Background: an optimization exercise with open tools, aiming at small area, a short achievable clock period and few clock cycles. Do not read the settings as production practice. No activity file was given, so power comes from the tool's default toggle rates.

the reference run:
Design toy_lic_tce, start of the top module:
module toy_lic_tce (
    input  wire        clk,
    input  wire        rst,           
    input  wire        lic_ready,     
    input  wire        cmd_valid,
    output wire        cmd_ready,
    input  wire [31:0] cmd_word,
    input  wire [31:0] cmd_arg,
    output reg         done,
    output reg  [3:0]  status,
    output reg  [31:0] res,
    output reg         fault,
    output reg  [1:0]  cal_state,
    output wire        bus_req,
    output wire        bus_we,
    output wire [1:0]  bus_space,
    output wire [15:0] bus_addr,
    output wire [31:0] bus_wdata,
    input  wire        bus_ack,
    input  wire [31:0] bus_rdata
);
For scale: about 190 flip-flops, about 190 I/O pins, roughly 16000 µm² of cells after synthesis.
export LEC_CHECK = 0
export CAP_MARGIN = 20
export CORE_MARGIN = 2
export CORE_UTILIZATION = 40
export SLEW_MARGIN = 20
create_clock -name core_clock -period 60.0 [get_ports {clk}]
standard.sh (not shown) runs the stock make flow with config.mk's settings and CLKGATE_MAP_FILE= SYNTH_SCRIPT=/design/flow/synth_recipe.tcl, a recipe that flattens the netlist after the stock synthesis.
==> flow/flow/run.sh <==
#!/bin/bash
# Own layout flow: the standard ORFS flow (standard.sh), with the ports
# buffered by buf_2 cells instead of the default delay buffers, and the
# timing repair after CTS and global routing aimed at a setup slack margin
# (the clock period and constraints are the design's; only the repair
# effort changes). Each tool's full output goes to a log in this folder.
set -euo pipefail
MARGIN=45.5
bash standard.sh "SETUP_SLACK_MARGIN=$MARGIN" \
    "BUFFER_PORTS_ARGS=-buffer_cell sky130_fd_sc_hd__buf_2" finish > standard_finish.log 2>&1
--- input diff the reference run..the trial run ---
--- a/flow/design.v
+++ b/flow/design.v
@@ -44,19 +44,19 @@
     reg        cw17;
     reg        zr;                   
     reg [31:0] iv;           
     reg        periodic;
     reg [25:0] tq;           
     reg [6:0]  tr;           
     reg [41:0] acc;          
     reg        ovf;          
     reg [6:0]  rem;
-    reg [2:0]  dig;          
+    reg [ND-1:0] dig;        
     reg        first;        
     reg        fin;          
     assign cmd_ready = rdy;
     assign bus_req   = b_req;
     assign bus_we    = b_we;
     assign bus_space = b_space;
     assign bus_addr  = {6'd0, b_addr};
     assign bus_wdata = ({32{w_iv}} & iv) |
                        ({32{w_cnt}} & {acc[34:4], acc[3] | zr}) |
@@ -76,37 +76,47 @@
     function [5:0] nbits;        
         input [31:0] v;
         integer n;
         begin
             nbits = 6'd0;
             for (n = 0; n < 32; n = n + 1)
                 if (v[n]) nbits = n[5:0] + 6'd1;
         end
     endfunction
-    reg [2:0] lead;
+    reg [ND-1:0] lead;       
+    reg          nz_above;
     integer li;
     always @(*) begin
-        lead = 3'd0;
-        for (li = 1; li < ND; li = li + 1)
-            if (cmd_arg[D*li +: D] != {D{1'b0}}) lead = li[2:0];
+        nz_above = 1'b0;
+        for (li = ND - 1; li >= 0; li = li - 1) begin
+            lead[li] = (li == 0) ? ~nz_above : ~nz_above & (cmd_arg[D*li +: D] != {D{1'b0}});
+            nz_above = nz_above | (cmd_arg[D*li +: D] != {D{1'b0}});
+        end
     end
+    wire [2:0] dig_b = {|dig[7:4], dig[7] | dig[6] | dig[3] | dig[2],
+                        dig[7] | dig[5] | dig[3] | dig[1]};
     wire [5:0] n_iv  = (a[3] ? 6'd4 : a[2] ? 6'd3 : a[1] ? 6'd2 : a[0] ? 6'd1 : 6'd0) +
-                       {1'b0, dig, 2'b00};
+                       {1'b0, dig_b, 2'b00};
     wire [5:0] n_res = nbits(res);
     wire [6:0] n_sum = {1'b0, n_iv} + {1'b0, n_res};
     reg        fit_r, big_r;
     wire       fit_sz = first ? (n_sum <= 7'd41) : fit_r;     
     wire       big_sz = first ? (n_sum >= 7'd51) : big_r;     
     wire        run  = ((state == S_T_STOP) | (state == S_T_WSEL) | (state == S_T_SEL) |
                         (state == S_T_LVT) | (state == S_T_WCNT) | (state == S_C_DIV)) & ~fin;
-    wire [2:0]  d    = dig;
-    wire [D-1:0] a   = iv[D*d +: D];
-    wire        last = (d == 3'd0);
+    reg  [D-1:0] a;
+    integer ai;
+    always @(*) begin
+        a = {D{1'b0}};
+        for (ai = 0; ai < ND; ai = ai + 1)
+            a = a | (iv[D*ai +: D] & {D{dig[ai]}});
+    end
+    wire        last = dig[0];
     wire [D+7:0] x0 = {1'b0, rem, {D{1'b0}}} + tr * a;
     wire [D:0]   q_e = x0[D+7:7];
     wire [7:0]   r_e = {1'b0, x0[6:0]} + {q_e, 1'b0} + q_e;
     wire         q_c = (r_e >= 8'd125);
     wire [6:0]   rem_n = q_c ? r_e[6:0] + 7'd3 : r_e[6:0];
     localparam integer AW = 43 + D;
     wire [AW-1:0] pr [0:D+1];
     genvar gi;
     generate
@@ -236,24 +246,24 @@
                 S_C_TDCR:  iv <= 32'hFFFF_FFFF;
                 S_C_RDSC:  iv <= {24'd0, (bus_rdata[7:0] & 8'hFD) | 8'h01};
                 S_C_RDCUR: iv <= ~bus_rdata;
                 S_C_RDSC2: iv <= {24'd0, bus_rdata[7:0] & 8'hFE};
                 default: ;
             endcase
         end
         if (state == S_IDLE || state == S_C_RDCUR) begin
             acc <= 42'd0; ovf <= 1'b0; rem <= 7'd0; first <= 1'b1; fin <= 1'b0;
-            dig <= (state == S_IDLE) ? lead : 3'd7;
+            dig <= (state == S_IDLE) ? lead : 8'h80;
         end else if (run) begin
             acc <= acc_sum[41:0];
             ovf <= ovf | (acc_sum[42+D:42] != 0);
             rem <= rem_n;
-            dig <= d - 3'd1;
+            dig <= dig >> 1;
             first <= 1'b0;
             fin <= last;
             if (first) begin
                 fit_r <= (n_sum <= 7'd41);
                 big_r <= (n_sum >= 7'd51);
             end
         end else if (fin && !fits && state != S_T_WSEL && state != S_T_STOP) begin
             acc <= acc >> 1;         
         end
[summary]
Looking at the reports, the trial run completed the entire flow and the layout it produced met the timing, DRC and antenna checks. Post-route fraction of the period consumed by the critical path delta (the trial run -> the reference run): insignificant. Compared with the reference run, placement density in the core of the trial run is lower. The run showing the smaller number of placement rows is the reference run. Delta (the trial run minus the reference run): share of cell area taken by multi-input logic gates went down 1.4 points; via density per instance shows a reduction of 0.096; met3 global-route usage dropped 0.26 points; total power saw an increase; flop-to-flop setup slack rose by 0.43 ns. In the trial run relative to the reference run, synthesized cell count had gone up by a few percent. Between the reference run and the trial run, global-route wire length before repair increased. Of the two candidates, the reference run has the better setup slack and the trial run the worse one. Of the trial run and the reference run, it is the trial run that has the lower initial core utilization. The trial run vs the reference run, total number of multi-input combinational cells went up by 19. Going from the reference run to the trial run, tapcell count grows by 14.
No run of this note included a check of the RTL's function; only the layout flow was run.

[what the ideal ports hide]
How much do the figures lean on ideal ports? The routed layouts below were timed once more, with nothing changed but the port constraints. Step 1, drivers: a clkbuf_16 drives clk and a buf_2 each remaining input, both assumed. Step 2 times the ports against the registers' clock, not the clock port: input delays grow and output delays shrink by t, the midpoint of the rising clock arrivals with the driver on. Three values: ideal ports, drivers, drivers and shift; two values: the first two.
| run | shift t [ns] | slack for setup (ns) | clock arrival spread, ns |
|---|---|---|---|
| the reference run | 0.497 | 46.080 / 46.113 / 45.616 | 0.017 / 0.018 |
| the trial run | 0.516 | 46.015 / 45.961 / 45.617 | 0.015 / 0.015 |
After both steps setup and hold are still met in every run listed. For the reference run, which loses most, drivers alone change the setup slack by +0.033 ns; drivers and shift together by -0.464 ns.
